This design comes from an exercise in tuning for small area and a short achievable clock period on the open sky130 flow, not from production work.
The RTL was checked by simulation tests, not by an equivalence proof against the original design.
No activity file was given, so power comes from the tool's default toggle rates.

## run 1
## robbus_engine
module robbus_engine (
    input  wire         clk,
    input  wire         ev_valid,
    input  wire [9:0]   ev,
    input  wire [7:0]   store_rdata,
    input  wire [127:0] h_reply,
    output wire         tx_valid,
    output wire [7:0]   tx_data,
    output wire         store_we,
    output wire [7:0]   store_wdata,
    output wire         h_call,
    output wire [127:0] h_arg
);
    localparam [2:0] RX_IDLE   = 3'd0;
    localparam [2:0] RX_WADDR  = 3'd1;
    localparam [2:0] RX_WGMASK = 3'd2;
    localparam [2:0] RX_WLEN   = 3'd3;
    localparam [2:0] RX_WDATA  = 3'd4;
    localparam [2:0] RX_WCSUM  = 3'd5;
    localparam [2:0] TX_IDLE  = 3'b000;
    localparam [2:0] TX_START = 3'b100;
    localparam [2:0] TX_ADDR  = 3'b101;
    localparam [2:0] TX_LEN   = 3'b110;
    localparam [2:0] TX_DATA  = 3'b111;
    reg [7:0]   addr;
    reg [2:0]   rx_state;
    reg         rx_esc;
    reg         is_svc;
    reg         is_grp;
    reg [7:0]   rx_tgt;      
    reg [7:0]   rx_len;      
    reg [7:0]   rx_idx;
    reg         f_h;         
    reg         f_ca;        
    reg         f_sw;        
    reg         f_pr;        
    reg [511:0] bm;          
    reg [2:0]   tx_state;
    reg         tx_esc;
    reg [7:0]   tx_nsum;     
    reg [7:0]   tx_rem;      
  ...
Size in the first run: roughly 2400 cells after synthesis, ~300 I/O pins.
Settings: LEC_CHECK=0, CAP_MARGIN=20, CORE_MARGIN=2, CORE_UTILIZATION=40, CTS_BUF_LIST=sky130_fd_sc_hd__clkbuf_4 sky130_fd_sc_hd__clkbuf_8, SETUP_SLACK_MARGIN=2.3, SLEW_MARGIN=20; clock period 6.0 ns.
standard.sh (not shown) runs the stock make flow with config.mk's settings and CLKGATE_MAP_FILE= SYNTH_SCRIPT=/design/flow/synth_recipe.tcl, a recipe that flattens the netlist after the stock synthesis.
==> flow/flow/run.sh <==
#!/bin/bash
# The standard layout, with the port buffers made of the smallest buffer cell.
set -euo pipefail
export BUFFER_PORTS_ARGS="-buffer_cell sky130_fd_sc_hd__buf_1"
bash standard.sh > standard_flow.log 2>&1
Changes in run 2 relative to run 1:
- CTS_BUF_LIST removed (was sky130_fd_sc_hd__clkbuf_4 sky130_fd_sc_hd__clkbuf_8)
- CTS_CLUSTER_SIZE newly set to 24
- CTS_CLUSTER_DIAMETER newly set to 60
- SETUP_SLACK_MARGIN changed from 2.3 to 2.6
==> run summary <==
The flow did not stop early for run 2: all stages ran, and the layout cleared the timing, DRC and antenna checks.
The destination of the critical timing path comes out tx_out[0] in one run and bm[38] in the other, namely in run 2 and run 1 respectively.
Reported for run 1 and run 2, quantity of hold-fixing buffers added after cts turned out identical to the last digit.
Of run 2 and run 1, it is run 2 that has the higher global-route usage.
Compared with run 1, in run 2 total buffers and inverters traversed by the critical path picked up an extra 2; utilization higher; worst setup skew after layout was more or less identical; design area up about 4.5%.
Inputs modified between run 2 and run 3:
- swapping 20 for 10 in SLEW_MARGIN
- putting PLACE_DENSITY at 0.72 where nothing was set
- putting CTS_BUF_LIST at sky130_fd_sc_hd__clkbuf_4 sky130_fd_sc_hd__clkbuf_8 where nothing was set
- swapping 40 for 60 in CORE_UTILIZATION
- clearing CTS_CLUSTER_SIZE, which used to be 24
- swapping 20 for 10 in CAP_MARGIN
- clearing CTS_CLUSTER_DIAMETER, which used to be 60
[summary]
Run 3 ended up with a lower minimum period implied by the final worst setup slack than run 2 did. [compare] base=run 2 new=run 3: share of the core filled with cells picked up an extra 22 points, power moved up, global-route usage saw an increase, required time at the worst-slack endpoint went up by 0.12 ns, clock group share of total power now larger. Summary of run 3 over run 2: die area moved down, hold slack moved down, finished layout cell area moved down.

========
Setup of try-nickel:
robbus_engine again, from the RTL that the note above started with.
Settings: LEC_CHECK=0, CAP_MARGIN=20, CORE_MARGIN=2, CORE_UTILIZATION=70, CTS_BUF_LIST=sky130_fd_sc_hd__clkbuf_4 sky130_fd_sc_hd__clkbuf_8, PLACE_DENSITY=0.8, SETUP_SLACK_MARGIN=2.6, SLEW_MARGIN=20; clock period 6.0 ns.
Scripts as last shown in full above: flow/flow/run.sh
For try-zinc, these inputs were changed with respect to try-nickel:
# try-nickel
export LEC_CHECK = 0
export CAP_MARGIN = 20
export CORE_MARGIN = 2
export CORE_UTILIZATION = 70
export CTS_BUF_LIST = sky130_fd_sc_hd__clkbuf_4 sky130_fd_sc_hd__clkbuf_8
export PLACE_DENSITY = 0.8
export SETUP_SLACK_MARGIN = 2.6
export SLEW_MARGIN = 20
create_clock -name core_clock -period 6.0 [get_ports {clk}]
# try-zinc
export LEC_CHECK = 0
export CAP_MARGIN = 20
export CORE_MARGIN = 2
export CORE_UTILIZATION = 40
export CTS_BUF_LIST = sky130_fd_sc_hd__clkbuf_4 sky130_fd_sc_hd__clkbuf_8
export SETUP_SLACK_MARGIN = 2.6
export SLEW_MARGIN = 20
create_clock -name core_clock -period 6.0 [get_ports {clk}]
### Flow results
Every stage of the flow completed for try-zinc, and the final layout passed the timing, DRC and antenna checks.
try-zinc ended with less met3 track demand over resource in global routing than try-nickel.
Between try-zinc and try-nickel, the difference in portion of total power attributed to combinational logic is negligible.
try-zinc has critical path depth below what try-nickel had.
In the metrics for try-zinc and try-nickel, the one carrying the lower via count is try-zinc.
Here is what was changed in the inputs of try-maple compared with try-zinc.
# try-zinc
export LEC_CHECK = 0
export CAP_MARGIN = 20
export CORE_MARGIN = 2
export CORE_UTILIZATION = 40
export CTS_BUF_LIST = sky130_fd_sc_hd__clkbuf_4 sky130_fd_sc_hd__clkbuf_8
export SETUP_SLACK_MARGIN = 2.6
export SLEW_MARGIN = 20
create_clock -name core_clock -period 6.0 [get_ports {clk}]
# try-maple
export LEC_CHECK = 0
export CAP_MARGIN = 20
export CORE_MARGIN = 2
export CORE_UTILIZATION = 60
export CTS_BUF_LIST = sky130_fd_sc_hd__clkbuf_4 sky130_fd_sc_hd__clkbuf_8
export PLACE_DENSITY = 0.72
export SETUP_SLACK_MARGIN = 2.6
export SLEW_MARGIN = 20
create_clock -name core_clock -period 6.0 [get_ports {clk}]
--- outcome ---
- try-maple ended with every stage complete and zero timing, DRC or antenna violations.
- | combinational cell fraction of total power | try-maple vs try-zinc | ≈ equal |
- For the wire length, try-maple came in 6.0% lower than try-zinc did.
- Row max-slew headroom at the worst pin: try-maple lower / try-zinc higher
- Of try-zinc and try-maple, the run reporting the higher top fanout value on the critical path was try-zinc.
- Summary: worst setup slack, try-maple better than try-zinc
- Area growth from synthesis to final layout: try-maple < try-zinc
- Relative to try-zinc, global-route usage increased by 12 points in try-maple.
- Comparing try-zinc and try-maple, clock period minus final worst setup slack is higher on try-zinc.
- Changes observed in try-maple relative to try-zinc: clock latency of the later-clocked register in the worst-skew pair stayed essentially flat, number of global-route vias before repair rose by 97.
Changes in try-delta relative to try-maple:
# try-maple
export LEC_CHECK = 0
export CAP_MARGIN = 20
export CORE_MARGIN = 2
export CORE_UTILIZATION = 60
export CTS_BUF_LIST = sky130_fd_sc_hd__clkbuf_4 sky130_fd_sc_hd__clkbuf_8
export PLACE_DENSITY = 0.72
export SETUP_SLACK_MARGIN = 2.6
export SLEW_MARGIN = 20
create_clock -name core_clock -period 6.0 [get_ports {clk}]
# try-delta
export LEC_CHECK = 0
export CAP_MARGIN = 5
export CORE_MARGIN = 2
export CORE_UTILIZATION = 40
export CTS_BUF_LIST = sky130_fd_sc_hd__clkbuf_4 sky130_fd_sc_hd__clkbuf_8
export SETUP_SLACK_MARGIN = 3.0
export SLEW_MARGIN = 5
create_clock -name core_clock -period 6.0 [get_ports {clk}]
## What came out
try-delta finished every stage and its layout cleared the timing, DRC and antenna checks. Count of antenna diodes in the layout (higher): try-maple. From try-maple to try-delta, area after synthesis did not move at all. Power essentially unchanged between try-delta and try-maple. Side by side, register-to-register slack turned out higher in try-delta than in try-maple. Stage delay of the slowest cell on the critical path in try-delta is 0.15 ns above try-maple. Standby leakage power, try-maple and try-delta: larger value in try-delta. Diff try-maple -> try-delta: full die area has increased, setup slack -0.068 ns. try-maple was smaller in final cell area than try-delta. Looking only at final hold slack, and setting everything else aside, the lower value of try-maple and try-delta goes to try-maple. Looking at portion of the layout cell area used by non-clock buffers, try-delta sits 3.3 points above try-maple.

-- what the ideal ports hide --
Ports are ideal in the flow. The routed layouts listed here were re-timed in OpenROAD. Step 1, drivers: a clkbuf_16 drives clk and a buf_2 each remaining input, both assumed. Step 2 moves the port delays by t, midway between the first and last clock arrival at a register: inputs arrive t later, outputs are due t later. That takes back most of the time a late clock gives input paths. Slacks: ideal ports / drivers / drivers and shift; pairs: ideal ports / drivers.
run | t, ns | slack for setup (ns) | worst setup path at the end | slew at the worst register clock pin (ns)
run 1 | 0.755 | 2.257 / 2.257 / 1.574 | input to register | 0.08 / 0.08
run 2 | 0.684 | 2.355 / 2.354 / 1.881 | input to register | 0.09 / 0.09
run 3 | 0.774 | 2.442 / 2.345 / 1.815 | input to register | 0.07 / 0.07
try-nickel | 0.780 | 2.406 / 2.366 / 1.799 | input to register | 0.08 / 0.08
try-zinc | 0.776 | 2.404 / 2.358 / 1.765 | input to register | 0.07 / 0.07
try-maple | 0.764 | 2.441 / 2.344 / 1.848 | input to register | 0.07 / 0.07
try-delta | 0.774 | 2.373 / 2.330 / 1.835 | input to register | 0.07 / 0.07
After both steps every run listed still meets setup and hold. The setup slack of run 1, which loses most, moves by 0.000 ns with the drivers and by -0.683 ns with both steps.
